What follows belongs to an exercise in optimizing a design on an open flow for a short achievable clock period and few clock cycles per item; a production flow would make more cautious choices. The RTL was checked by simulation tests, not by an equivalence proof against the original design. Power figures rest on the tool's default switching activity, not on a simulated workload.

==> inputs of run a <==
## rpk_dec
module rpk_dec (
    input  wire        clk,
    input  wire        rst,           
    input  wire        begin_i,       
    input  wire [7:0]  begin_ch,
    input  wire [63:0] begin_npix,
    input  wire        abort_i,       
    input  wire [2:0]  abort_kind,
    input  wire        in_valid,
    input  wire [7:0]  in_data,
    output wire        in_ready,
    output wire        pix_valid,
    output wire [31:0] pix_data,
    input  wire        pix_ready,
    output wire [1:0]  phase,
    output wire [2:0]  err
);
export LEC_CHECK = 0
export ABC_CLOCK_PERIOD_IN_PS = 4000
export CAP_MARGIN = 60
export CORE_MARGIN = 2
export CORE_UTILIZATION = 40
export PLACE_DENSITY = 0.55
export SLEW_MARGIN = 40
create_clock -name core_clock -period 10.0 [get_ports {clk}]
standard.sh (not shown) runs the stock make flow with config.mk's settings and CLKGATE_MAP_FILE= SYNTH_SCRIPT=/design/flow/synth_recipe.tcl, a recipe that flattens the netlist after the stock synthesis.
==> flow/flow/run.sh <==
#!/bin/bash
set -euo pipefail
bash standard.sh SETUP_SLACK_MARGIN=5.8 MAX_REPAIR_ANTENNAS_ITER_DRT=10 finish > standard.log 2>&1
==> run b (differences from run a) <==
==> flow/flow/run.sh (replaced) <==
#!/bin/bash
set -euo pipefail
bash standard.sh SETUP_SLACK_MARGIN=5.8 finish > standard.log 2>&1
- CAP_MARGIN: 60 -> 20
- CORE_UTILIZATION: 40 -> 35
- PLACE_DENSITY: 0.55 -> 0.5
- SLEW_MARGIN: 40 -> 20
==> comparison <==
Global-route usage: run b is lower than run a (5.0 points). Clock power: run b is higher than run a (about 3%). Between run b and run a, the lower worst setup slack is in run b (gap 97 ps). Flip-flop and latch count is the same in run a and run b. In run b the count of clock-buffer cells in the layout is lower than in run a, by 23. Run a finished with timing, DRC and antenna clean. Run b completed, yet does not pass: antenna rules. Of run a and run b, run a has the higher final area (gap 3.2%, measured against run b). Of run a and run b, run b has the higher routed wire length (gap 1.8%, measured against run b). Against run a, the die area of run b is higher by about 14%. Against run a, the via count of run b is lower by 2.5%.
Testbench counts of run a, summed over its fixed seeds: cycles 95,673, pixels 69,704.
Testbench counts of run b, summed over its fixed seeds: cycles 95,673, pixels 69,704.

* * *

==> v24 <==
rpk_dec, a different RTL version from the one above (not shown whole).
==> flow/config.mk <==
export PLATFORM = sky130hd
export DESIGN_NAME = rpk_dec
export DESIGN_NICKNAME = rpk_dec
export VERILOG_FILES = /design/flow/design.v
export SDC_FILE = /design/flow/constraint.sdc
export NUM_CORES = 8
export LEC_CHECK = 0
export ABC_CLOCK_PERIOD_IN_PS = 4000
export CAP_MARGIN = 60
export CORE_MARGIN = 2
export CORE_UTILIZATION = 40
export PLACE_DENSITY = 0.55
export SLEW_MARGIN = 40
==> flow/constraint.sdc <==
create_clock -name core_clock -period 10.0 [get_ports {clk}]
set_input_delay 2.0000 -clock core_clock [delete_from_list [all_inputs] [get_ports {clk}]]
set_output_delay 2.0000 -clock core_clock [all_outputs]
set_load 0.01 [all_outputs]
==> flow/flow/run.sh <==
#!/bin/bash
set -euo pipefail
here=$(pwd)
bash standard.sh SETUP_SLACK_MARGIN=5.8 MAX_REPAIR_ANTENNAS_ITER_DRT=10 \
  POST_DETAIL_ROUTE_TCL="$here/flow/post_drt.tcl" finish > standard.log 2>&1
==> flow/flow/post_drt.tcl <==
# Sourced by ORFS's detail_route.tcl after its own antenna repair rounds:
# more rounds of diode insertion and rerouting while violations are left.
set post_drt_rounds 0
while { [check_antennas] && $post_drt_rounds < 6 } {
  repair_antennas
  detailed_route {*}$::all_args
  incr post_drt_rounds
}
==> v30: changes against v24 <==
--- a/flow/design.v
+++ b/flow/design.v
@@ -36,16 +36,20 @@
     reg        len2;          
     reg [7:0]  len_b1;        
     reg [3:0]  kpre;          
     reg [23:0] arg;           
     reg [1:0]  argleft;       
     reg        m_idx;         
     reg [6:0]  idx;           
+    reg [127:0] idx_oh;       
     reg        peek_v;        
     reg        newpix;        
+    reg        wen;           
+    reg [6:0]  wa;
+    reg [31:0] wd;
     wire in_fire = in_valid && ir && pix_ready;
     wire px_fire = pv && pix_ready;
     assign in_ready  = ir && pix_ready;
     assign pix_valid = pv;
     assign pix_data  = cur;
     assign phase     = ph;
     assign err       = err_r;
@@ -186,72 +190,54 @@
     endfunction
     function [6:0] hash7;
         input [31:0] p;
         begin
             hash7 = mul13(mul13(mul13(7'h58 ^ p[30:24]) ^ p[22:16]) ^ p[14:8]) ^ p[6:0];
         end
     endfunction
-    reg          wen1, wen2;          
-    reg  [6:0]   wa1, wa2;
-    reg  [31:0]  wd3;                 
-    reg  [31:0]  wd1, wd2;
-    reg  [127:0] wsel;                
     wire [31:0]  cache_q [0:127];
     reg  [127:0] cache_v;
     reg          begin_q;
+    wire [127:0] wsel      = wen ? (128'd1 << wa) : 128'd0;
     wire [127:0] cache_v_n = begin_q ? 128'd0 : (cache_v | wsel);
     always @(posedge clk) begin
         begin_q <= begin_i;
         cache_v <= cache_v_n;
-        wen1    <= newpix && !begin_i;
-        wa1     <= hash7(cur);
-        wd1     <= cur;
-        wen2    <= wen1 && !begin_i;
-        wa2     <= wa1;
-        wd2     <= wd1;
-        wsel    <= (wen1 && !begin_i) ? (128'd1 << wa1) : 128'd0;
-        wd3     <= wd2;
     end
     genvar gi;
     generate
         for (gi = 0; gi < 128; gi = gi + 1) begin : g_slot
             reg [31:0] slot;
             always @(posedge clk) begin
                 if (wsel[gi])
-                    slot <= wd2;
+                    slot <= wd;
             end
             assign cache_q[gi] = slot;
         end
     endgenerate
-    wire [127:0] isel = (128'd1 << in_data[6:0]) & cache_v_n;
-    reg  [31:0]  part [0:15];
-    reg          hit2, hit3;          
-    integer g, k;
+    reg [31:0] cache_rd;
+    integer k;
+    always @(*) begin
+        cache_rd = 32'h0000_0000;
+        for (k = 0; k < 128; k = k + 1)
+            cache_rd = cache_rd | ({32{idx_oh[k]}} & cache_q[k]);
+    end
+    wire [31:0] lookup = (wen && wa == idx) ? wd : cache_rd;
     always @(posedge clk) begin
         peek_v <= in_valid && !in_fire && !begin_i && !rst;
         if (in_valid) begin
-            idx  <= in_data[6:0];
-            hit2 <= wen1 && !begin_i && (wa1 == in_data[6:0]);
-            hit3 <= wen2 && !begin_i && (wa2 == in_data[6:0]);
-            for (g = 0; g < 16; g = g + 1) begin
-                part[g] <= 32'h0000_0000;
-                for (k = 0; k < 8; k = k + 1)
-                    if (isel[g*8+k])
-                        part[g] <= cache_q[g*8+k];
-            end
+            idx    <= in_data[6:0];
+            idx_oh <= (128'd1 << in_data[6:0]) & cache_v_n;
         end
     end
-    reg [31:0] part_or;
-    always @(*) begin
-        part_or = 32'h0000_0000;
-        for (g = 0; g < 16; g = g + 1)
-            part_or = part_or | part[g];
+    always @(posedge clk) begin
+        wen <= newpix && !begin_i;
+        wa  <= hash7(cur);
+        wd  <= cur;
     end
-    wire [31:0] lookup = (wen1 && wa1 == idx) ? wd1 :
-                         hit2 ? wd2 : hit3 ? wd3 : part_or;
     reg [31:0] rec_pix;
     always @(*) begin
         case (rtype)
             2'd1: rec_pix = cur ^ {6'd0, in_data[7:6], 6'd0, in_data[5:4],
                                    6'd0, in_data[3:2],
                                    6'd0, (ch4 ? in_data[1:0] : 2'd0)};
             2'd2: rec_pix = cur ^ {3'd0, arg[7:3], 2'd0, arg[2:0], in_data[7:5],
==> flow/flow/run.sh (replaced) <==
#!/bin/bash
set -euo pipefail
here=$(pwd)
bash standard.sh SETUP_SLACK_MARGIN=5.8 MAX_REPAIR_ANTENNAS_ITER_DRT=10 \
  PRE_DETAIL_ROUTE_TCL="$here/flow/pre_drt.tcl" finish > standard.log 2>&1
==> flow/flow/pre_drt.tcl (new file) <==
# Diodes for the nets whose global routes come close to an antenna limit.
repair_antennas -ratio_margin 30
check_antennas
- CAP_MARGIN: 60 -> 20
- SLEW_MARGIN: 40 -> 20
removed: flow/flow/post_drt.tcl
==> comparison table <==
quantity	v24	v30
Mapped Cells	11100	9556
Complex-gate fraction of the synthesized area	0.101	0.119
Post-DP HPWL	374000 um	532000 um
Setup repair bufs after CTS	14	23
Wire length of the first global-routing pass	817000 um	1180000 um
Mux cell area share after synthesis	0.00665	0.00359
Synthesized net count	11200	9700
Top cell type's share of synthesized area	0.762	0.775
Count of distinct cell types in the synthesized netlist	76	98
Outcome	finished clean	aborted with a tool error
Failing step	-	5_2_route
Weighted congestion reported at the end of routability-driven placement	0.877	0.972
Number of enable flip-flop cells after synthesis	4725	4339
Post-synthesis register bit count	5161	4575
Mapped cell area	186000 um2	168000 um2
Yosys warning total	2	1
Met3 routing resource usage after global routing	0.0553	0.256
Fraction of the mapped netlist area in simple logic gates	0.0600	0.0498
Die width	686 um	652 um
Sequential cell area fraction in the yosys report	0.809	0.803
Post_cts resized	71	101
Antenna violations before repair	29	187
TritonCTS buffer count	537	456
Area after detailed placement	203000 um2	181000 um2
# rows	250	238
Number of clock sinks	5161	4575
Testbench counts of v24, summed over its fixed seeds: cycles 95,673, pixels 69,704.
Testbench counts of v30, summed over its fixed seeds: cycles 95,673, pixels 69,704.

[static timing again, ports no longer ideal]
In the flow no input, the clock included, has a driving cell. The finished layouts below were timed again as built, in two steps. Step 1, drivers: a clkbuf_16 drives clk and a buf_2 each remaining input, both assumed. Step 2 moves the port delays by t, midway between the first and last clock arrival at a register: inputs arrive t later, outputs are due t later. That takes back most of the time a late clock gives input paths. Slacks: ideal ports / drivers / drivers and shift; pairs: ideal ports / drivers.
run	shift t [ns]	setup WS [ns]	worst data-port slew with drivers (ns)
run a	1.185	5.437 / 5.437 / 4.865	0.09
run b	1.183	5.340 / 5.340 / 4.800	0.07
v24	1.163	5.657 / 5.603 / 4.738	0.07
For v24, which loses most, drivers alone change the setup slack by -0.054 ns; drivers and shift together by -0.919 ns.
